This is an optimization exercise on Yosys and OpenROAD, whose aim is small area, a short achievable clock period and few clock cycles per item, not a production implementation. Function was checked by simulation only, so behaviour that the tests miss may differ from the original. Power is estimated from default activity; no workload was simulated.

**design.v**
```verilog
module lcg_step (
    input  wire        clk,
    input  wire        rst,       
    input  wire        start,     
    input  wire [63:0] a,
    input  wire [63:0] c,
    input  wire [63:0] m,         
    input  wire [63:0] s,
    output wire        ready,
    output reg         done,
    output wire [63:0] result
);
    localparam [2:0] IDLE = 3'd0,
                     MUL  = 3'd1,
                     DIV  = 3'd2,
                     FIN1 = 3'd3,
                     FIN2 = 3'd4,
                     SHR  = 3'd5;
    localparam [67:0] NEG4K = 68'haaaaaaaaaaaaaaaa8;    
    reg  [2:0]   state;
    reg  [6:0]   cnt;
    reg          first;
    reg  [6:0]   j;           
    reg  [63:0]  ra;          
    reg  [64:0]  rm;          
    reg  [64:56] rtn;         
    reg  [67:0]  ws, wc;      
    reg  [67:0]  pl;          
    reg          cf;          
    reg  [5:0]   bc;          
    reg  [5:0]   bcn;         
    reg          c_idle, c_mul, c_fin1, c_fin2, c_shr, c_dv;    
    reg  [2:0]   nstate;
    reg  [4:0]   qd;          
    reg  [4:0]   qdn;         
    reg          rdy;
    assign ready  = rdy;
    assign result = pl[63:0];
    function [2:0] booth_dec;    
        input [2:0] b;
        booth_dec = {b[2], (b[2] & ~b[1] & ~b[0]) | (~b[2] & b[1] & b[0]), b[1] ^ b[0]};
    endfunction
    function [66:0] booth_pp;    
        input [2:0]  d;
        input [63:0] x;
        reg [65:0] sel;
        begin
            sel = d[0] ? {2'b00, x} : d[1] ? {1'b0, x, 1'b0} : 66'd0;
            booth_pp = {~d[2], sel ^ {66{d[2]}}};
        end
    endfunction
    wire [66:0] pp0l = booth_pp(bc[2:0], ra);
    wire [66:0] pp0h = booth_pp(~bcn[2:0], ra);
    wire [66:0] pp1l = booth_pp(bc[5:3], ra);
    wire [66:0] pp1h = booth_pp(~bcn[5:3], ra);
    wire [66:0] pp0 = {pp0h[66:34], pp0l[33:0]};
    wire [66:0] pp1 = {pp1h[66:34], pp1l[33:0]};
    wire [68:0] m1s = ws[67:0] ^ wc[67:0] ^ {2'b00, pp0};
    wire [68:0] m1c = {(ws & wc) | (ws & {1'b0, pp0}) | (wc & {1'b0, pp0}), bc[2]};
    wire [2:0]  lo1 = m1s[1:0] + m1c[1:0] + cf;
    wire [66:0] x2  = m1s[68:2];
    wire [66:0] y2  = m1c[68:2];
    wire [66:0] z2  = pp1;
    wire [66:0] m2s = x2 ^ y2 ^ z2;
    wire [67:0] m2c = {(x2 & y2) | (x2 & z2) | (y2 & z2), bc[5]};
    wire [2:0]  lo2 = m2s[1:0] + m2c[1:0] + lo1[2];
    wire        hi = rm[64];
    wire [67:0] mp = {3'b000, rm};
    wire [67:0] m2 = {2'b00, rm, 1'b0};
    wire [64:56] rt = ~rtn;
    wire        ht = rt[64];
    wire [2:0]  dh = ht ? rt[63:61] : rt[62:60];    
    function [6:0] add7;
        input [6:0] a, b;
        reg [6:0] p, g, cy;
        reg       tt;
        integer k, l, i;
        begin
            p = a ^ b;
            g = a & b;
            for (k = 0; k < 7; k = k + 1) begin
                cy[k] = 1'b0;
                for (l = 0; l < k; l = l + 1) begin
                    tt = g[l];
                    for (i = l + 1; i < k; i = i + 1)
                        tt = tt & p[i];
                    cy[k] = cy[k] | tt;
                end
            end
            add7 = p ^ cy;
        end
    endfunction
    function [4:0] qsel;
        input [6:0] n;
        input [2:0] d;
        reg [6:0] u, t2, t1, t0, tm;    
        reg g2, g1, g0, gm;
        begin
            u = {~n[6], n[5:0]};
            case (d)    
                3'd0: begin t2 = 7'd76; t1 = 7'd68; t0 = 7'd60; tm = 7'd51; end
                3'd1: begin t2 = 7'd78; t1 = 7'd68; t0 = 7'd59; tm = 7'd49; end
                3'd2: begin t2 = 7'd79; t1 = 7'd68; t0 = 7'd59; tm = 7'd48; end
                3'd3: begin t2 = 7'd80; t1 = 7'd69; t0 = 7'd58; tm = 7'd47; end
                3'd4: begin t2 = 7'd82; t1 = 7'd70; t0 = 7'd57; tm = 7'd45; end
                3'd5: begin t2 = 7'd84; t1 = 7'd70; t0 = 7'd57; tm = 7'd44; end
                3'd6: begin t2 = 7'd85; t1 = 7'd71; t0 = 7'd56; tm = 7'd42; end
                default: begin t2 = 7'd87; t1 = 7'd71; t0 = 7'd56; tm = 7'd40; end
            endcase
            g2 = u >= t2;
            g1 = u >= t1;
            g0 = u >= t0;
            gm = u >= tm;
            qsel = {g2, g1 & ~g2, gm & ~g0, ~gm, g0 & ~g1};
        end
    endfunction
    function [67:0] csa_s;
        input [67:0] x, y, z;
        csa_s = x ^ y ^ z;
    endfunction
    function [67:0] csa_c;
        input [67:0] x, y, z;
        input        ci;
        csa_c = {(x[66:0] & y[66:0]) | (x[66:0] & z[66:0]) | (y[66:0] & z[66:0]), ci};
    endfunction
    wire [67:0] dys = {ws[65:0], pl[67:66]};
    wire [67:0] dyc = {wc[65:0], 2'b00};
    wire [67:0] dz  = first ? (NEG4K | {65'd0, cf, 2'b00}) :
                      ({68{qd[4]}} & ~m2) | ({68{qd[3]}} & ~mp) |
                      ({68{qd[2]}} &  mp) | ({68{qd[1]}} &  m2);
    wire [67:0] d2s = csa_s(dys, dyc, dz);
    wire [67:0] d2c = csa_c(dys, dyc, dz, ~first & (qd[4] | qd[3]));
    wire [67:0] mpt = {3'b000, rt, 56'd0};
    wire [67:0] m2t = {2'b00, rt, 57'd0};
    wire [67:0] dzt = first ? (NEG4K | {65'd0, cf, 2'b00}) :
                      ({68{~qdn[4]}} & ~m2t) | ({68{~qdn[3]}} & ~mpt) |
                      ({68{~qdn[2]}} &  mpt) | ({68{~qdn[1]}} &  m2t);
    wire [67:0] t2s = csa_s(dys, dyc, dzt);
    wire [67:0] t2c = csa_c(dys, dyc, dzt, 1'b0);
    wire [6:0]  nes = ht ? t2s[65:59] : t2s[64:58];
    wire [6:0]  nec = ht ? t2c[65:59] : t2c[64:58];
    wire [4:0]  qn  = qsel(add7(nes, nec), dh);
    wire [67:0] fsum = ws + wc;
    always @(*) begin
        nstate = state;
        case (state)
            IDLE: if (start) nstate = MUL;
            MUL:  if (cnt == 7'd16) nstate = DIV;
            DIV:  if (!first && cnt == 7'd0) nstate = FIN1;
            FIN1: nstate = fsum[67] ? FIN2 : (j == 7'd0) ? IDLE : SHR;
            FIN2: nstate = (j == 7'd0) ? IDLE : SHR;
            SHR:  if (j == 7'd2 || j == 7'd8) nstate = IDLE;
            default: nstate = IDLE;
        endcase
        if (rst) nstate = IDLE;
    end
    always @(posedge clk) begin
        state  <= nstate;
        c_idle <= nstate == IDLE;
        c_mul  <= nstate == MUL;
        c_fin1 <= nstate == FIN1;
        c_fin2 <= nstate == FIN2;
        c_shr  <= nstate == SHR;
        c_dv   <= nstate == DIV;
        rdy    <= nstate == IDLE;
        done   <= !rst && (state == FIN1 || state == FIN2 || state == SHR) && nstate == IDLE;
    end
    always @(posedge clk) begin
        ws <= ({68{c_idle}} & {4'd0, c}) | ({68{c_mul}} & {1'b0, m2s[66:2]}) |
              ({68{c_fin1}} & fsum) | ({68{c_dv | c_fin2 | c_shr}} & d2s);
        wc <= ({68{c_idle}} & {2'b11, 66'd0}) | ({68{c_mul}} & m2c[67:2]) |    
              ({68{c_fin1}} & mp) | ({68{c_dv | c_fin2 | c_shr}} & d2c);
        pl <= ({68{c_idle}} & {4'd0, s}) | ({68{c_mul}} & {lo2[1:0], lo1[1:0], pl[67:4]}) |
              ({68{c_dv}} & {pl[65:0], 2'b00}) | ({68{c_fin1 | c_fin2}} & fsum) |
              ({68{c_shr & j[6:3] != 4'd0}} & {8'd0, pl[67:8]}) |
              ({68{c_shr & j[6:3] == 4'd0}} & {2'd0, pl[67:2]});
        qd <= qn;
        qdn <= ~qn;
        cf <= lo2[2];
        bc <= {booth_dec(pl[7:5]), booth_dec(pl[5:3])};
        bcn <= ~{booth_dec(pl[7:5]), booth_dec(pl[5:3])};
        case (state)
            IDLE: begin
                ra    <= a;
                rm    <= {1'b0, m};
                rtn   <= ~{1'b0, m[63:56]};
                cf    <= 1'b0;
                bc    <= {booth_dec(s[3:1]), booth_dec({s[1:0], 1'b0})};
                bcn   <= ~{booth_dec(s[3:1]), booth_dec({s[1:0], 1'b0})};
                cnt   <= 7'd0;
                j     <= 7'd0;
            end
            MUL: begin
                if (rm[64:57] == 8'd0 && j <= 7'd56) begin
                    rm <= {rm[56:0], 8'd0};
                    rtn <= ~rm[56:48];
                    j  <= j + 7'd8;
                end else if (rm[64:63] == 2'd0 && j <= 7'd62) begin
                    rm <= {rm[62:0], 2'd0};
                    rtn <= ~rm[62:54];
                    j  <= j + 7'd2;
                end
                if (cnt == 7'd16) begin
                    cnt   <= 7'd0;
                    first <= 1'b1;
                end else
                    cnt <= cnt + 7'd1;
            end
            DIV: begin
                first <= 1'b0;
                if (first)
                    cnt <= 7'd32 + {1'b0, j[6:1]};
                else
                    cnt <= cnt - 7'd1;
            end
            SHR: begin
                if (j >= 7'd8) j <= j - 7'd8;
                else           j <= j - 7'd2;
            end
            default: ;
        endcase
    end
endmodule
```
**flow/run.sh**
```bash
#!/bin/bash
# Standard ORFS layout (the standard.sh: standard synthesis, floorplan,
# place, CTS, route, finish) with two changes to how it is made:
#  - repair_timing is asked to leave a larger setup margin, so the achieved
#    period shrinks (clock, SDC and constraints stay the design's);
#  - every input and output port still gets its own buffer, but a buf_2
#    rather than the default delay buffer.
# make's output is kept in standard.log; each ORFS step keeps its own log
# under orfs/logs.
set -euo pipefail
bash standard.sh SETUP_SLACK_MARGIN=6.6 \
    "BUFFER_PORTS_ARGS=-buffer_cell sky130_fd_sc_hd__buf_2" finish > standard.log 2>&1
```
**standard.sh**
```bash
#!/bin/bash
# synth_recipe.tcl (not shown) runs the flow's synth.tcl, then flattens the netlist and writes it again
# the make line also repeats each setting of config.mk as NAME=value (left out here)
make -C /OpenROAD-flow-scripts/flow DESIGN_CONFIG=/design/flow/config.mk WORK_HOME=/design/flow/orfs CLKGATE_MAP_FILE= SYNTH_SCRIPT=/design/flow/synth_recipe.tcl "${@:-finish}"
```
**config.mk**
```make
export PLATFORM = sky130hd
export DESIGN_NAME = lcg_step
export DESIGN_NICKNAME = lcg_step
export VERILOG_FILES = /design/flow/design.v
export SDC_FILE = /design/flow/constraint.sdc
export NUM_CORES = 4
export LEC_CHECK = 0
export CAP_MARGIN = 20
export CORE_MARGIN = 2
export CORE_UTILIZATION = 65
export SLEW_MARGIN = 20
```
**constraint.sdc**
```tcl
create_clock -name core_clock -period 10.0 [get_ports {clk}]
set_input_delay 2.0000 -clock core_clock [delete_from_list [all_inputs] [get_ports {clk}]]
set_output_delay 2.0000 -clock core_clock [all_outputs]
set_load 0.01 [all_outputs]
```
==> results of run 1 <==
-- how the worst max path moves through the flow --
stage,startpoint,endpoint,cells after the start
6_report,rtn[58],qdn[1],15
5_1_grt,rtn[58],qdn[1],16
4_1_cts,rtn[58],qdn[1],15
3_5_place_dp,first,qdn[3],15
3_3_place_gp,first,qd[4],16
2_1_floorplan,first,qdn[1],19
-- cell families after synthesis --
logic type,Yosys count
AO/OA/AOI/OAI,945
XOR/XNOR,209
adder cells (fa/ha/maj),313
buffers and inverters,515
flip-flops,387
multiplexers,261
AND/OR/NAND/NOR,759
-- sequential cells by signal (all words and copies together) (netlist names), 3 cells and up --
signal  flops
pl         68
wc         68
ws         68
rm         65
ra         64
rtn         9
cnt         7
bc          6
bcn         6
j           6
qd          4
qdn         4
state       3
-- Yosys cell counts, types with 102 or more instances --
cell type    n
inv_1      202
nand2_1    328
edfxtp_1   152
ha_1       102
fa_1       211
o21ai_0    221
xnor2_1    143
clkbuf_1   208
a21oi_1    190
mux2i_1    197
dfxtp_1    235
nor2_1     129
-- worst reg2reg max path: cells and delay by family, from the launching register on --
kind,cells,cell delay (ns)
flops,1,0.43
fa+ha+maj,4,1.33
compound gates,4,0.82
simple gates,4,0.48
buf+inv,1,0.04
mux,2,0.37
-- layer usage --
metal  global-route usage  vias up  wire, um
li1                     -    12440         -
met1               0.5929    13850     42670
met2               0.6239     2323     46800
met3               0.1653      365     18060
met4               0.1643        4      4569
met5             0.001955        -        23
-- repair_timing --
item | 4_1_cts | 5_1_grt
gates resized for setup | 59 | 73
cloned | 2 | 1
pin swaps | 22 | 21
setup buffers | 23 | 15
setup endpoints to repair | 65 | 54
-- power by group through the flow --
stage	clock (mW)	combinational, mW	sequential (mW)
floorplan	0	3.60	2.17
global placement	0	4.93	2.34
detailed placement	0	5.05	2.36
CTS	1.92	5.42	2.32
global route	1.98	6.22	2.38
finish	1.92	5.75	2.37
-- area by class of cell --
class	count	share of cell area
clock inverters	32	0.01375
inverters	205	0.02198
multi-input cells	2487	0.5820
repair buffers	397	0.06469
flip-flops and latches	387	0.2616
well taps	615	0.02163
clock buffers	54	0.03433
-- cell usage in the layout, fill, tap and decap left out, drive strengths merged, types with 9 or more instances in the layout --
| master | instances |
|---|---|
| a211o | 26 |
| nand2b | 12 |
| o221ai | 101 |
| a31oi | 15 |
| a21oi | 192 |
| nand4 | 25 |
| or3 | 15 |
| fa | 211 |
| a21boi | 9 |
| nand3 | 44 |
| nor2b | 78 |
| a21o | 70 |
| nand2 | 328 |
| a31o | 11 |
| xor2 | 65 |
| a211oi | 14 |
| a22oi | 67 |
| o22ai | 11 |
| clkinv | 18 |
| mux2 | 64 |
| clkbuf | 55 |
| o21a | 17 |
| bufinv | 12 |
| inv | 203 |
| dfxtp | 235 |
| buf | 394 |
| mux2i | 197 |
| o21bai | 13 |
| edfxtp | 152 |
| o21ai | 224 |
| ha | 102 |
| a222oi | 63 |
| nor3 | 37 |
| and2 | 13 |
| a2bb2oi | 21 |
| and3 | 43 |
| xnor2 | 144 |
| o211ai | 50 |
| nor2 | 129 |
==> flow_summary_export.csv, run 1 <==
group,metric,value,unit
outcome,status,"finished clean",
synth,synth_top_family_by_area,"compound AO/OA/AOI/OAI gates",
layout,final_cell_area,35570,um2
synth,synthTopCellsByArea,"dfxtp_1, edfxtp_1, fa_1",
placement,dpl_worst_slack,5.520,ns
worst_hold_path,hold_end,"pl[2]",
floorplan,initial_core_util,0.6598,
grt,antenna_found_initial,3,
critical_path,critPathMostFrequentCell,"o21a_1",
synth,synth_top_area_share,0.1490,
clock_network,htree_levels,2,
synth,synthArstFlopShare,0,
timing,slew_violations,0,
routing,vias,28990,
grt,grt_max_degree,106,
clock_network,clock-sinks,387,
layout,area_growth,12.67,%
routing,route.detailed.drc,0,
routing,drt_wl_total,112100,um
routing,wl_per_cell,26.84,um
critical_path,cp.required,10.49,ns
worst_hold_path,hold_path_depth,2,
critical_path,cp_top_family,"adder cells",
layout,postLayoutCoreUtil,0.7434,
layout,multi_input_area,20700,um2
grt,grt_pass1_wl,165900,um
routing,dr.pass1.iters,11,
timing,fin_hold_ws,0.5503,ns
grt,gr-usage-all-layers,0.4335,
floorplan,die_w,224.4,um
floorplan,coreArea,47850,um2
synth,ys_seq_area_frac,0.2936,
critical_path,worstPathArrival,4.06,ns
routing,ant_nets,0,
critical_path,crit_buf_inv,1,
floorplan,io_pins,325,
timing,layout_setup_ws,6.430,ns
routing,vias_per_cell,6.940,
clock_network,clk_latency,0.60,ns
critical_path,reg2reg_from,"rtn[58]",
synth,syn_area,31570,um2
synth,synth_cell_types,87,
critical_path,max_stage_delay,0.56,ns
timing,fmax,0.2801,GHz
power,combPwrFrac,0.573,
synth,syn_inst,3389,
power,power.share.clock,0.191,
critical_path,cp_slowest_cell,"fa_1",
clock_network,root_buffer,"clkbuf_16",
placement,dp.cells,4050,
synth,synth-simple-area-share,0.1132,
critical_path,path_class,"flop to flop",
timing,tightest_slew,1.203,ns
synth,synth_top_cell_by_area,"dfxtp_1",
clock_network,holdBufCountCts,0,
power,p_leak,14.41,nW
floorplan,placementRows,80,
placement,portBuffers,324,
placement,placed_cell_area,32860,um2
synth,yosys.area_share.adder,0.1742,
timing,rsz0062_at_grt,"yes",
power,p_total,10.04,mW
worst_hold_path,min-delay-start,"pl[0]",
synth,synth_compound_area_frac,0.2059,
clock_network,clk_pin_slew_worst_paths,0.06,ns
critical_path,crit_fanout,4,
synth,synth_fp_nets,3961,
grt,grt_pass1_vias,27540,
placement,dp_hpwl,80680,um
floorplan,die_area,50350,um2
timing,hold_viol,0,
critical_path,r2r_cells,15,
timing,final.min_clock_period,3.570,ns
critical_path,end_kind,"flop",
synth,yosysWarningCount,1,
critical_path,start_kind,"flop",
synth,yosys-mux-area-fraction,0.08529,
placement,place.gp.congestion,1.034,
layout,final.fill_count,3473,
synth,synth-xor-area-share,0.05822,
timing,setup_tns,0,ns
power,switching_share,0.4478,
layout,final_cells,4177,
timing,setup_viol,0,
routing,drt_iter0_markers,4348,
clock_network,cts_buffer_depth,3,
power,power_switching,4.496,mW
critical_path,r2r_setup_slack,6.43,ns
timing,skew,0.01790,ns
layout,diodes,0,
run,maxCapViolCount,0,
power,powerDensity,282.3,nW/um2
timing,min_period_over_period,0.3570,
synth,ys_ff_latch,387,
critical_path,path_cells,"mux2i_2 > nor3_4 > fa_1 > mux2i_1 > ha_1 > ha_2 > o21a_1 > o21a_1 > o21a_1 > nor2_4 > ha_1 > nor2b_1 > o21a_1 > nor2_2 > inv_1",
synth,synth_edf_count,152,
layout,drive_above_1_share,0.1931,
grt,grt.overflow.total,0,
floorplan,die_height,224.4,um
worst_hold_path,worstHoldPathType,"flop to flop",
critical_path,r2r_end,"qdn[1]",
synth,syn_area_per_cell,9.315,um2
power,pwr-share-seq,0.236,
synth,ys.flop_type,"dfxtp_1",
power,p_int,5.545,mW
power,ir_drop,364.5,uV
clock_network,cts_tree,"built",
clock_network,numCtsBuffers,46,
layout,regArea,9306,um2
layout,fin_nets,4096,
timing,slew_headroom,0.1927,
Testbench counts, summed over its fixed seeds: cycles 32,776, steps 512.
==> inputs of run 2 (changes only) <==
--- a/config.mk
+++ b/config.mk
@@ -9,3 +9,3 @@
 export CORE_MARGIN = 2
-export CORE_UTILIZATION = 65
+export CORE_UTILIZATION = 55
 export SLEW_MARGIN = 20
==> run 2 against run 1 <==
  * Clock skew is 0.0012 ns higher
  * Sequential power barely moved
  * Largest power group unchanged
  * Maximum frequency is 0.99% lower
  * Register-to-register slack lost 0.04 ns
  * Critical path type unchanged
  * Highest routed layer unchanged
  * Synthesized cell count unchanged
  * Die area increased by 18%
  * Still clean
  * Global-route usage down 5.7 points
==> flow_summary_export.csv, run 2 <==
group,metric,value,unit
synth,synthTopCellsByArea,"dfxtp_1, edfxtp_1, fa_1",
layout,layout_common_cells,"nand2_1, buf_2, dfxtp_1",
clock_network,cts_tree,"built",
clock_network,cts_buffer_depth,3,
layout,postLayoutCoreUtil,0.6242,
synth,synth_top_area_share,0.1490,
grt,grt.overflow.total,0,
floorplan,coreArea,56600,um2
synth,synth_fp_nets,3961,
layout,fin_nets,4079,
timing,skew,0.01906,ns
synth,yosysWarningCount,1,
power,pwr-share-seq,0.241,
clock_network,htree_levels,2,
synth,yosys.area_share.adder,0.1742,
placement,portBuffers,324,
floorplan,die_w,243.6,um
layout,final.fill_count,4914,
power,switching_share,0.4580,
grt,grt_max_degree,107,
synth,synth-simple-area-share,0.1132,
routing,route.detailed.drc,0,
clock_network,clk_latency,0.61,ns
synth,ys_seq_area_frac,0.2936,
clock_network,numCtsBuffers,47,
power,powerDensity,277.3,nW/um2
floorplan,io_pins,325,
floorplan,die_area,59330,um2
routing,ant_nets,0,
outcome,status,"finished clean",
layout,largestRegisters,"pl (68), wc (68), ws (68)",
timing,min_period_over_period,0.3606,
routing,dr.pass1.iters,10,
timing,slew_headroom,0.2504,
synth,synth_top_family_by_area,"compound AO/OA/AOI/OAI gates",
synth,synth-xor-area-share,0.05822,
timing,hold_viol,0,
synth,yosysMostFrequentCell,"nand2_1",
synth,syn_inst,3389,
synth,synth_edf_count,152,
timing,tightest_slew,1.118,ns
placement,place.gp.congestion,1.026,
routing,drt_iter0_markers,3266,
routing,wl_per_cell,26.65,um
routing,vias_per_cell,6.527,
synth,syn_area,31570,um2
power,ir_drop,228.5,uV
timing,fmax,0.2773,GHz
critical_path,path_class,"flop to flop",
layout,drive_above_1_share,0.1868,
layout,area_growth,11.92,%
critical_path,reg2reg_from,"rtn[60]",
synth,synth_common_cells,"nand2_1, dfxtp_1, o21ai_0",
grt,grt_pass1_wl,170900,um
timing,rsz0062_at_grt,"yes",
power,power_switching,4.488,mW
synth,yosys-mux-area-fraction,0.08529,
floorplan,die_height,243.6,um
grt,antenna_found_initial,3,
synth,syn_area_per_cell,9.315,um2
power,p_int,5.310,mW
synth,synthArstFlopShare,0,
run,maxCapViolCount,0,
power,p_leak,14.19,nW
clock_network,clock-sinks,387,
timing,final.min_clock_period,3.606,ns
clock_network,clk_pin_slew_worst_paths,0.06,ns
routing,drt_wl_total,114700,um
clock_network,holdBufCountCts,0,
synth,ys.flop_type,"dfxtp_1",
grt,gr-usage-all-layers,0.3770,
critical_path,crit_fanout,3,
grt,grt_pass1_vias,27570,
critical_path,start_kind,"flop",
timing,setup_tns,0,ns
worst_hold_path,hold_path_depth,2,
synth,synth_compound_area_frac,0.2059,
worst_hold_path,worstHoldPathType,"flop to flop",
worst_hold_path,min-delay-start,"pl[1]",
power,combPwrFrac,0.579,
critical_path,cp.required,10.49,ns
clock_network,root_buffer,"clkbuf_16",
layout,final_common_cell,"nand2_1",
critical_path,critical_path.startpoint,"rtn[60]",
placement,dp_hpwl,85370,um
timing,setup_viol,0,
critical_path,r2r_cells,14,
floorplan,initial_core_util,0.5577,
routing,vias,28090,
synth,synth_top_cell_by_area,"dfxtp_1",
timing,slew_violations,0,
synth,ys_ff_latch,387,
critical_path,end_kind,"flop",
critical_path,worstPathArrival,4.10,ns
synth,synth_cell_types,87,
power,power.share.clock,0.180,
floorplan,placementRows,87,
power,p_total,9.798,mW
-- run 2: final cells by class --
cell class	instances	area (um2)	area share
Antenna cell	5	12.51	0.0003541
Clock buffer	68	1450	0.04104
Clock inverter	17	130.1	0.003683
Inverter	205	780.7	0.02210
Multi-Input combinational cell	2487	20630	0.5840
Sequential cell	387	9303	0.2633
Tap cell	756	945.9	0.02677
Timing Repair Buffer	379	2076	0.05875
-- run 2: kinds of logic after synthesis --
family / Yosys count
AO/OA/AOI/OAI: 945
AND/OR/NAND/NOR: 759
buffers and inverters: 515
flip-flops: 387
adder cells (fa/ha/maj): 313
multiplexers: 261
XOR/XNOR: 209
-- run 2: metal layers --
metal  global-route usage  share of wire  up-vias  routed length (um)
met5              0.01062        0.00071        -                  82
met4               0.1055          0.027        2                3133
met3               0.1152           0.13      199               14720
met2               0.5426           0.42     1694               48220
met1               0.5455           0.42    13800               48570
li1                     -              -    12400                   -
-- run 2: worst paths after layout --
path | to | slack [ns]
min reg2reg | pl[3] | 0.55
min | pl[3] | 0.55
max reg2reg | qd[4] | 6.39
max | qd[4] | 6.39
-- run 2: repair_timing --
action                                  4_1_cts  5_1_grt
gates cloned                                  0        1
gates resized for setup                      37       78
setup buffers                                 8       11
pin swaps                                    11       23
endpoints found under the setup margin       33       58
-- run 2: critical path, stage by stage (launching register included) --
cell and delay [ns]:
edfxtp_1 0.47, mux2i_1 0.21, o21ai_1 0.13, fa_1 0.58, mux2i_1 0.10, ha_1 0.32, ha_2 0.19, o21a_1 0.20
o21a_4 0.23, o21a_4 0.21, nor2_4 0.11, ha_1 0.25, a211oi_2 0.29, nand2b_4 0.18, inv_1 0.03
-- run 2: per-stage QoR --
| step | area (um2) | hold slack, ns | std cells | setup slack [ns] |
|---|---|---|---|---|
| 2_1_floorplan | 31620 | 0.4808 | 3389 | 6.582 |
| 3_3_place_gp | 33070 | 0.5306 | 4194 | 6.312 |
| 6_report | 35330 | 0.5528 | 4304 | 6.394 |
| 4_1_cts | 34870 | 0.5477 | 4287 | 6.434 |
| 3_5_place_dp | 33070 | 0.5340 | 4194 | 6.181 |
| 5_1_grt | 35320 | 0.5838 | 4299 | 6.277 |
-- run 2: power by group through the flow --
stage               clock network, mW  registers [mW]  logic, mW
finish                           1.77            2.36       5.67
global route                     1.84            2.38       6.16
CTS                              1.78            2.32       5.32
detailed placement                  0            2.36       5.12
global placement                    0            2.34       5.07
floorplan                           0            2.17       3.60
==> inputs of run 3 (changes only) <==
--- a/flow/run.sh
+++ b/flow/run.sh
@@ -11,2 +11,2 @@
 bash standard.sh SETUP_SLACK_MARGIN=6.6 \
-    "BUFFER_PORTS_ARGS=-buffer_cell sky130_fd_sc_hd__buf_2" finish > standard.log 2>&1
+    "BUFFER_PORTS_ARGS=-buffer_cell sky130_fd_sc_hd__buf_1" finish > standard.log 2>&1
==> run 3 against run 2 <==
  * Sequential power hardly changed
  * Core utilization is 0.54 points lower
  * Wire length is 0.91% higher
  * First-iteration DRC count is 8.9% higher
  * Worst setup slack better by 0.034 ns
  * Register-to-register slack better by 0.03 ns
  * Sequential share of layout area is 0.22 points higher
  * Still clean
  * Power is 2.1% higher
  * Combinational power is 2% higher
  * Clock skew is 0.0012 ns higher
  * Largest cell class unchanged
==> flow_summary_export.csv, run 3 <==
group,metric,value,unit
outcome,status,"finished clean",
critical_path,start_kind,"flop",
placement,dpl_worst_slack,6.104,ns
clock_network,clk_pin_slew_worst_paths,0.06,ns
power,powerDensity,285.5,nW/um2
routing,drt_iter0_markers,3556,
synth,synth_fp_nets,3961,
critical_path,end_kind,"flop",
critical_path,path_class,"flop to flop",
layout,final.fill_count,4946,
layout,drive_above_1_share,0.09398,
critical_path,reg2reg_from,"rtn[60]",
clock_network,cts_tree,"built",
worst_hold_path,hold_end,"pl[2]",
layout,layout_common_cells,"nand2_1, buf_1, dfxtp_1",
layout,final_common_cell,"nand2_1",
floorplan,coreArea,56600,um2
placement,portBuffers,324,
routing,dr.pass1.iters,9,
clock_network,numCtsBuffers,48,
synth,synth_common_cells,"nand2_1, dfxtp_1, o21ai_0",
synth,syn_inst,3389,
routing,vias,28160,
grt,grt.overflow.total,0,
synth,ys_seq_area_frac,0.2936,
floorplan,io_pins,325,
timing,slew_headroom,0.2393,
timing,slew_violations,0,
critical_path,r2r_cells,15,
layout,multi_input_area,20660,um2
placement,dp_hpwl,85830,um
synth,ys_ff_latch,387,
timing,rsz0062_at_grt,"yes",
routing,ant_nets,0,
synth,syn_area_per_cell,9.315,um2
power,p_leak,13.36,nW
layout,regArea,9300,um2
synth,ys.flop_type,"dfxtp_1",
synth,synth_top_cell_by_area,"dfxtp_1",
synth,syn_area,31570,um2
routing,drt_wl_total,115800,um
routing,route.detailed.drc,0,
synth,synthArstFlopShare,0,
floorplan,placementRows,87,
floorplan,die_height,243.6,um
synth,synthTopCellsByArea,"dfxtp_1, edfxtp_1, fa_1",
timing,min_period_over_period,0.3573,
layout,area_growth,10.95,%
floorplan,die_area,59330,um2
routing,wl_per_cell,26.86,um
timing,skew,0.02023,ns
timing,fmax,0.2799,GHz
grt,grt_max_degree,107,
critical_path,r2r_setup_slack,6.43,ns
floorplan,die_w,243.6,um
power,ir_drop,227.7,uV
critical_path,r2r_end,"qdn[1]",
clock_network,holdBufCountCts,0,
synth,yosysMostFrequentCell,"nand2_1",
synth,synth_edf_count,152,
layout,largestRegisters,"pl (68), wc (68), ws (68)",
grt,grt_pass1_wl,172500,um
timing,setup_tns,0,ns
worst_hold_path,worstHoldPathType,"flop to flop",
timing,hold_viol,0,
critical_path,cp.required,10.49,ns
timing,final.min_clock_period,3.573,ns
layout,fin_nets,4088,
worst_hold_path,min-delay-start,"pl[0]",
clock_network,cts_buffer_depth,3,
clock_network,root_buffer,"clkbuf_16",
grt,grt_pass1_vias,27240,
critical_path,worstPathArrival,4.06,ns
timing,layout_setup_ws,6.427,ns
clock_network,htree_levels,2,
timing,fin_hold_ws,0.5757,ns
floorplan,initial_core_util,0.5577,
worst_hold_path,hold_path_depth,2,
synth,synth_top_area_share,0.1490,
layout,diodes,0,
routing,vias_per_cell,6.533,
clock_network,clk_latency,0.60,ns
clock_network,clock-sinks,387,
grt,antenna_found_initial,4,
placement,place.gp.congestion,0.9966,
timing,setup_viol,0,
run,maxCapViolCount,0,
synth,synth_cell_types,87,
grt,gr-usage-all-layers,0.3814,
synth,yosysWarningCount,1,
critical_path,crit_fanout,3,
timing,tightest_slew,1.134,ns
-- run 3: cells by family after synthesis --
group / synth area share
adder cells (fa/ha/maj): 0.1742
flip-flops: 0.2936
AO/OA/AOI/OAI: 0.2059
buffers and inverters: 0.06960
AND/OR/NAND/NOR: 0.1132
XOR/XNOR: 0.05822
multiplexers: 0.08529
-- run 3: through the flow --
step	instance area [um2]	cells	utilization	power, mW
6_report	35030	4310	0.6188	10.00
5_1_grt	35030	4310	0.6188	10.62
4_1_cts	34610	4301	0.6114	9.634
3_5_place_dp	32660	4193	0.5769	7.524
3_3_place_gp	32660	4193	0.5769	7.460
2_1_floorplan	31620	3389	-	5.773
-- run 3: area by class of cell --
class,count,share of cell area
inverters,205,0.02236
multi-input cells,2488,0.5898
flip-flops and latches,387,0.2655
clock buffers,69,0.03915
well taps,756,0.02701
repair buffers,386,0.04962
clock inverters,19,0.006573
-- run 3: layer usage --
layer | routed length (um) | GRT usage | vias to the layer above
met4 | 3380 | 0.1089 | 8
met1 | 48670 | 0.5463 | 13830
li1 | - | - | 12410
met3 | 15210 | 0.1239 | 222
met5 | 47 | 0 | -
met2 | 48450 | 0.5500 | 1692
-- run 3: worst max path at each step --
stage	start	endpoint	slack, ns	cells past startpoint
detailed placement	first	qdn[3]	6.10	13
global route	rtn[60]	qdn[3]	6.28	16
CTS	rtn[58]	qdn[1]	6.49	15
floorplan	first	qdn[1]	6.58	19
global placement	first	qdn[1]	6.20	15
finish	rtn[60]	qdn[1]	6.43	15
-- run 3: worst max-delay path, cell delays in order (launching register included) --
cell	delay [ns]
edfxtp_1	0.47
mux2i_1	0.18
o21ai_1	0.12
fa_1	0.60
mux2i_2	0.10
ha_1	0.34
ha_2	0.18
o21a_1	0.18
o21a_2	0.24
o21a_4	0.22
nor2_4	0.17
ha_4	0.22
nor2b_1	0.12
o21a_1	0.18
nor2_2	0.10
inv_1	0.05
-- run 3: report_power, final --
group / internal (mW) / switching [mW]
clock network: 1.08 / 0.747
registers: 1.97 / 0.395
logic: 2.38 / 3.42
-- run 3: timing repair --
item / CTS / global route
cloned: 1 / 1
endpoints found under the hold margin: 0 / 0
gates resized for setup: 42 / 75
buffers inserted: 19 / 8
setup endpoints to repair: 89 / 67
pin swaps: 13 / 30
==> inputs of run 4 (changes only) <==
--- a/flow/run.sh
+++ b/flow/run.sh
@@ -5,4 +5,4 @@
 #    period shrinks (clock, SDC and constraints stay the design's);
-#  - every input and output port still gets its own buffer, but a buf_2
-#    rather than the default delay buffer.
+#  - every input and output port still gets its own buffer, but a buf_1
+#    rather than the default delay buffer (repair may still resize it).
 # make's output is kept in standard.log; each ORFS step keeps its own log
==> run 4 against run 3 <==
  * Still clean on timing, DRC and antenna
  * Combinational power hardly changed
  * Clock skew stayed put
  * Worst setup slack stayed put
  * Via count stayed put
  * Clock power hardly changed
  * Core utilization stayed put
  * Hold slack stayed put
  * Synthesized cell count stayed put
  * Largest cell class unchanged
  * Highest routed layer unchanged
==> flow_summary_export.csv, run 4 <==
group,metric,value,unit
outcome,status,"finished clean",
grt,grt_max_degree,107,
clock_network,clk_latency,0.60,ns
synth,ys_seq_area_frac,0.2936,
floorplan,die_area,59330,um2
placement,place.gp.congestion,0.9966,
worst_hold_path,worstHoldPathType,"flop to flop",
routing,wl_per_cell,26.86,um
critical_path,cp.required,10.49,ns
power,powerDensity,285.5,nW/um2
synth,syn_area_per_cell,9.315,um2
grt,grt.overflow.total,0,
routing,vias_per_cell,6.533,
timing,hold_viol,0,
routing,drt_wl_total,115800,um
synth,syn_inst,3389,
synth,synthTopCellsByArea,"dfxtp_1, edfxtp_1, fa_1",
critical_path,path_cells,"mux2i_1 > o21ai_1 > fa_1 > mux2i_2 > ha_1 > ha_2 > o21a_1 > o21a_2 > o21a_4 > nor2_4 > ha_4 > nor2b_1 > o21a_1 > nor2_2 > inv_1",
layout,final_common_cell,"nand2_1",
layout,drive_above_1_share,0.09398,
routing,dr.pass1.iters,9,
floorplan,io_pins,325,
timing,setup_tns,0,ns
layout,area_growth,10.95,%
floorplan,coreArea,56600,um2
timing,slew_violations,0,
layout,diodes,0,
synth,yosysMostFrequentCell,"nand2_1",
timing,fmax,0.2799,GHz
layout,final.fill_count,4946,
critical_path,max_stage_delay,0.60,ns
placement,dp_hpwl,85830,um
clock_network,cts_tree,"built",
synth,synth_fp_nets,3961,
floorplan,die_height,243.6,um
floorplan,die_w,243.6,um
floorplan,initial_core_util,0.5577,
routing,vias,28160,
critical_path,crit_fanout,3,
timing,setup_viol,0,
timing,tightest_slew,1.134,ns
clock_network,clock-sinks,387,
clock_network,htree_levels,2,
critical_path,critPathMostFrequentCell,"o21a_1",
timing,final.min_clock_period,3.573,ns
timing,slew_headroom,0.2393,
placement,portBuffers,324,
synth,ys_ff_latch,387,
critical_path,start_kind,"flop",
synth,synth_edf_count,152,
synth,synth_cell_types,87,
critical_path,path_class,"flop to flop",
routing,route.detailed.drc,0,
power,ir_drop,227.7,uV
clock_network,root_buffer,"clkbuf_16",
power,p_leak,13.36,nW
grt,gr-usage-all-layers,0.3814,
layout,fin_nets,4088,
layout,final_cells,4310,
clock_network,clk_pin_slew_worst_paths,0.06,ns
critical_path,end_kind,"flop",
clock_network,numCtsBuffers,48,
grt,grt_pass1_vias,27240,
floorplan,placementRows,87,
synth,synthArstFlopShare,0,
synth,synth_top_area_share,0.1490,
run,maxCapViolCount,0,
routing,ant_nets,0,
synth,ys.flop_type,"dfxtp_1",
timing,skew,0.02023,ns
critical_path,worstPathArrival,4.06,ns
synth,synth_top_cell_by_area,"dfxtp_1",
routing,drt_iter0_markers,3556,
placement,dp.cells,4193,
synth,syn_area,31570,um2
layout,largestRegisters,"pl (68), wc (68), ws (68)",
synth,synth_common_cells,"nand2_1, dfxtp_1, o21ai_0",
clock_network,cts_buffer_depth,3,
timing,min_period_over_period,0.3573,
grt,antenna_found_initial,4,
synth,yosysWarningCount,1,
grt,grt_pass1_wl,172500,um
timing,rsz0062_at_grt,"yes",
layout,layout_common_cells,"nand2_1, buf_1, dfxtp_1",
critical_path,cp_slowest_cell,"fa_1",
-- run 4: cell counts after synthesis --
No cell type changed its count.
-- run 4: metal layers --
metal,share of wire,global-route usage
met5,0.00041,0
met4,0.029,0.1089
met3,0.13,0.1239
met2,0.42,0.5500
met1,0.42,0.5463
-- run 4: power by group --
part           leakage (nW)  switching, mW  internal (mW)  total [mW]
combinational          9.04           3.42           2.38        5.81
sequential             3.54          0.395           1.97        2.36
clock                 0.780          0.747           1.08        1.83
-- run 4: cell type report --
type / count / area [um2] / share of cell area
Timing Repair Buffer: 386 / 1738 / 0.04962
Tap cell: 756 / 945.9 / 0.02701
Sequential cell: 387 / 9300 / 0.2655
Inverter: 205 / 783.3 / 0.02236
Clock inverter: 19 / 230.2 / 0.006573
Multi-Input combinational cell: 2488 / 20660 / 0.5898
Clock buffer: 69 / 1371 / 0.03915
-- run 4: logic make-up (layout without fill, tap and decap cells) --
family / after synthesis / in the layout / share of synthesized area
buffers and inverters: 515 / 679 / 0.06960
and+or+nand+nor: 759 / 759 / 0.1132
DFF: 387 / 387 / 0.2936
AOI/OAI and AO/OA: 945 / 946 / 0.2059
adders and majority gates: 313 / 313 / 0.1742
muxes: 261 / 261 / 0.08529
xor gates and xnor gates: 209 / 209 / 0.05822
-- run 4: path summary, 6_finish.rpt --
check | startpoint | end | slack (ns) | cells past startpoint
setup / recovery | rtn[60] | qdn[1] | 6.43 | 15
hold / removal | pl[0] | pl[2] | 0.58 | 2
setup reg to reg | rtn[60] | qdn[1] | 6.43 | 15
hold reg to reg | pl[0] | pl[2] | 0.58 | 2
-- run 4: timing repair --
action	CTS	global route
endpoints found under the setup margin	89	67
buffers inserted	19	8
resized for setup	42	75
pin swaps	13	30
hold buffers	0	0
cloned	1	1
-- run 4: critical path, delay by kind of cell, from the launching register on --
| family | cells | cell delay (ns) |
|---|---|---|
| compound gates | 5 | 0.94 |
| fa+ha+maj | 4 | 1.34 |
| buf+inv | 1 | 0.05 |
| flops | 1 | 0.47 |
| mux | 2 | 0.28 |
| simple gates | 3 | 0.39 |
-- run 4: stage by stage --
step / instance area [um2] / utilization / power, mW / hold slack (ns) / worst slack, ns
after floorplan: 31620 / - / 5.773 / 0.4808 / 6.582
after global placement: 32660 / 0.5769 / 7.460 / 0.5353 / 6.204
after detailed placement: 32660 / 0.5769 / 7.524 / 0.5407 / 6.104
after CTS: 34610 / 0.6114 / 9.634 / 0.5692 / 6.487
after global routing: 35030 / 0.6188 / 10.62 / 0.5927 / 6.278
final: 35030 / 0.6188 / 10.00 / 0.5757 / 6.427
==> inputs of run 5 (changes only) <==
--- a/config.mk
+++ b/config.mk
@@ -10,2 +10,4 @@
 export CORE_UTILIZATION = 55
+export CTS_BUF_LIST = sky130_fd_sc_hd__clkbuf_8 sky130_fd_sc_hd__clkbuf_4
+export CTS_CLUSTER_SIZE = 30
 export SLEW_MARGIN = 20
==> run 5 against run 4 <==
  * Clock power is 9% lower
  * Count of clock-buffer cells in the layout up 45
  * Critical path type unchanged
  * Synthesized cell count unchanged
  * Wire length up 0.49%
==> flow_summary_export.csv, run 5 <==
group,metric,value,unit
synth,synth_cell_types,87,
outcome,status,"finished clean",
timing,min_period_over_period,0.3628,
layout,fin_nets,4117,
placement,dp_hpwl,85830,um
timing,setup_viol,0,
power,p_leak,13.37,nW
timing,hold_viol,0,
critical_path,critPathMostFrequentCell,"o21a_1",
synth,synthTopCellsByArea,"dfxtp_1, edfxtp_1, fa_1",
grt,grt_busiest_layer,"met1",
synth,synth_compound_area_frac,0.2059,
floorplan,die_height,243.6,um
grt,antenna_found_initial,1,
routing,wl_per_cell,26.71,um
power,switching_share,0.4647,
synth,syn_area_per_cell,9.315,um2
layout,drive_above_1_share,0.1117,
synth,yosys-mux-area-fraction,0.08529,
layout,final_cells,4355,
grt,grt.overflow.total,0,
synth,syn_inst,3389,
power,p_int,5.283,mW
synth,yosysWarningCount,1,
power,pwr-share-seq,0.240,
power,power_switching,4.586,mW
floorplan,placementRows,87,
power,powerDensity,282.2,nW/um2
synth,yosys.area_share.adder,0.1742,
synth,ys_seq_area_frac,0.2936,
clock_network,htree_levels,3,
grt,grtUsageMet3,0.1162,
placement,dpl_worst_slack,6.104,ns
synth,synth_edf_count,152,
placement,place.gp.congestion,0.9966,
synth,synth-xor-area-share,0.05822,
critical_path,worstPathArrival,4.19,ns
critical_path,path_class,"flop to flop",
timing,setup_tns,0,ns
synth,ys_ff_latch,387,
clock_network,numCtsBuffers,73,
timing,slew_violations,0,
routing,route.detailed.drc,0,
critical_path,r2r_end,"qdn[1]",
synth,synth_fp_nets,3961,
routing,drt_iter0_markers,3480,
synth,syn_area,31570,um2
synth,synth_top_family_by_area,"compound AO/OA/AOI/OAI gates",
grt,grt_pass1_wl,173000,um
clock_network,cts_buffer_depth,3,
critical_path,critical_path.startpoint,"rtn[59]",
synth,synth_top_area_share,0.1490,
synth,synth-simple-area-share,0.1132,
layout,largestRegisters,"pl (68), wc (68), ws (68)",
synth,yosysMostFrequentCell,"nand2_1",
placement,dp.cells,4193,
routing,drt_wl_total,116300,um
routing,ant_nets,0,
grt,use_met1,0.5552,
critical_path,max_stage_delay,0.50,ns
grt,grt.met2_usage,0.5514,
synth,synthArstFlopShare,0,
clock_network,clock-sinks,387,
critical_path,cp.required,10.57,ns
layout,layout_common_cells,"nand2_1, buf_1, o21ai_0",
clock_network,clk_pin_slew_worst_paths,0.06,ns
synth,ys.flop_type,"dfxtp_1",
timing,fmax,0.2757,GHz
floorplan,die_area,59330,um2
synth,synth_common_cells,"nand2_1, dfxtp_1, o21ai_0",
power,ir_drop,242.6,uV
layout,final_common_cell,"nand2_1",
timing,skew,0.03766,ns
critical_path,r2r_cells,15,
clock_network,clk_latency,0.69,ns
timing,layout_setup_ws,6.372,ns
timing,rsz0062_at_grt,"yes",
critical_path,end_kind,"flop",
power,power.share.clock,0.169,
critical_path,start_kind,"flop",
critical_path,reg2reg_from,"rtn[59]",
critical_path,r2r_setup_slack,6.37,ns
grt,gr-usage-all-layers,0.3838,
power,combPwrFrac,0.592,
layout,area_growth,10.76,%
run,maxCapViolCount,0,
placement,portBuffers,324,
timing,tightest_slew,1.137,ns
timing,slew_headroom,0.2373,
critical_path,worstSetupEndpoint,"qdn[1]",
critical_path,path_cells,"mux2i_1 > nor3_2 > fa_1 > mux2i_2 > ha_1 > ha_2 > o21a_1 > o21a_2 > o21a_4 > nor2_4 > ha_4 > nor2b_1 > o21a_1 > nor2_2 > inv_1",
critical_path,crit_fanout,3,
floorplan,coreArea,56600,um2
grt,grt_max_degree,107,
grt,grt_pass1_vias,27480,
synth,synth_top_cell_by_area,"dfxtp_1",
critical_path,cp_slowest_cell,"fa_1",
clock_network,root_buffer,"clkbuf_8",
timing,final.min_clock_period,3.628,ns
routing,vias_per_cell,6.538,
routing,dr.pass1.iters,10,
floorplan,initial_core_util,0.5577,
floorplan,die_w,243.6,um
worst_hold_path,worstHoldPathType,"flop to flop",
clock_network,cts_tree,"built",
routing,vias,28470,
floorplan,io_pins,325,
layout,final.fill_count,4947,
-- run 5: cell counts after synthesis --
No cell type changed its count.
-- run 5: routing by layer --
layer	vias up	wire length (um)	part of all wire
met5	-	0	0
met4	0	3460	0.030
met3	245	15680	0.13
met2	1887	48650	0.42
met1	13850	48540	0.42
li1	12490	-	-
-- run 5: how the worst min path moves through the flow --
stage | startpoint | endpoint | slack, ns | cells past startpoint
6_report | pl[2] | pl[4] | 0.56 | 2
5_1_grt | pl[0] | pl[2] | 0.58 | 2
4_1_cts | pl[7] | bc[5] | 0.55 | 2
3_5_place_dp | pl[2] | pl[4] | 0.54 | 2
3_3_place_gp | pl[0] | pl[2] | 0.54 | 2
2_1_floorplan | pl[1] | pl[3] | 0.48 | 2
-- run 5: per-stage QoR --
step | hold WS [ns] | instance area, um2 | utilization | total power [mW]
after floorplan | 0.4808 | 31620 | - | 5.773
after global routing | 0.5808 | 34970 | 0.6178 | 10.48
after CTS | 0.5507 | 34520 | 0.6099 | 9.458
after detailed placement | 0.5407 | 32660 | 0.5769 | 7.524
after global placement | 0.5353 | 32660 | 0.5769 | 7.460
final | 0.5641 | 34970 | 0.6178 | 9.869
-- run 5: what timing repair did --
action	4_1_cts	5_1_grt
hold buffers	0	0
pin swaps	14	33
cloned	1	1
endpoints found under the setup margin	94	61
buffers inserted	20	11
resized for setup	49	79
-- run 5: cells by family (layout without fill, tap and decap cells) --
kind of cell             count (synthesis)  after routing
other                                    0              1
flip-flops                             387            387
AND/OR/NAND/NOR                        759            759
adder cells (fa/ha/maj)                313            313
multiplexers                           261            261
AO/OA/AOI/OAI                          945            946
buffers and inverters                  515            723
XOR/XNOR                               209            209
-- run 5: power by group through the flow --
stage                     logic [mW]  clock network (mW)  registers, mW
after floorplan                 3.60                   0           2.17
after detailed placement        5.17                   0           2.36
final                           5.84                1.66           2.37
after global routing            6.36                1.74           2.39
after global placement          5.11                   0           2.35
after CTS                       5.46                1.67           2.33
-- run 5: critical path: cells and delay by family, from the launching register on --
family	cells	cell delay, ns
flops	1	0.42
mux	2	0.42
buf+inv	1	0.05
simple gates	4	0.61
fa+ha+maj	4	1.19
compound gates	4	0.85
-- run 5: final cells by class --
class / instances / area, um2 / area share
repair buffers: 390 / 1768 / 0.05056
clock inverters: 14 / 102.6 / 0.002934
multi-input cells: 2488 / 20660 / 0.5908
clock buffers: 114 / 1394 / 0.03986
diodes: 1 / 2.502 / 0.00007156
inverters: 205 / 783.3 / 0.02240
flip-flops and latches: 387 / 9311 / 0.2663
well taps: 756 / 945.9 / 0.02705

## port drivers added, routing unchanged
How much do the figures lean on ideal ports? The routed layouts below were timed once more, with nothing changed but the port constraints. Step 1: set_driving_cell puts a clkbuf_16 on clk and a buf_2 on each other input, an assumption about the parent block. Step 2 moves the port delays by t, midway between the first and last clock arrival at a register: inputs arrive t later, outputs are due t later. That takes back most of the time a late clock gives input paths. a / b / c = ideal ports / drivers / drivers and shift; a / b = the first two.
run	t, ns	setup slack, ns	clock arrival spread, ns
run 1	0.657	6.430 / 6.430 / 6.430	0.018 / 0.017
run 2	0.663	6.394 / 6.394 / 6.394	0.020 / 0.019
run 3	0.655	6.427 / 6.427 / 6.427	0.021 / 0.021
run 4	0.655	6.427 / 6.427 / 6.427	0.021 / 0.021
run 5	0.730	6.372 / 6.372 / 6.372	0.038 / 0.038
After both steps setup and hold are still met in every run listed.
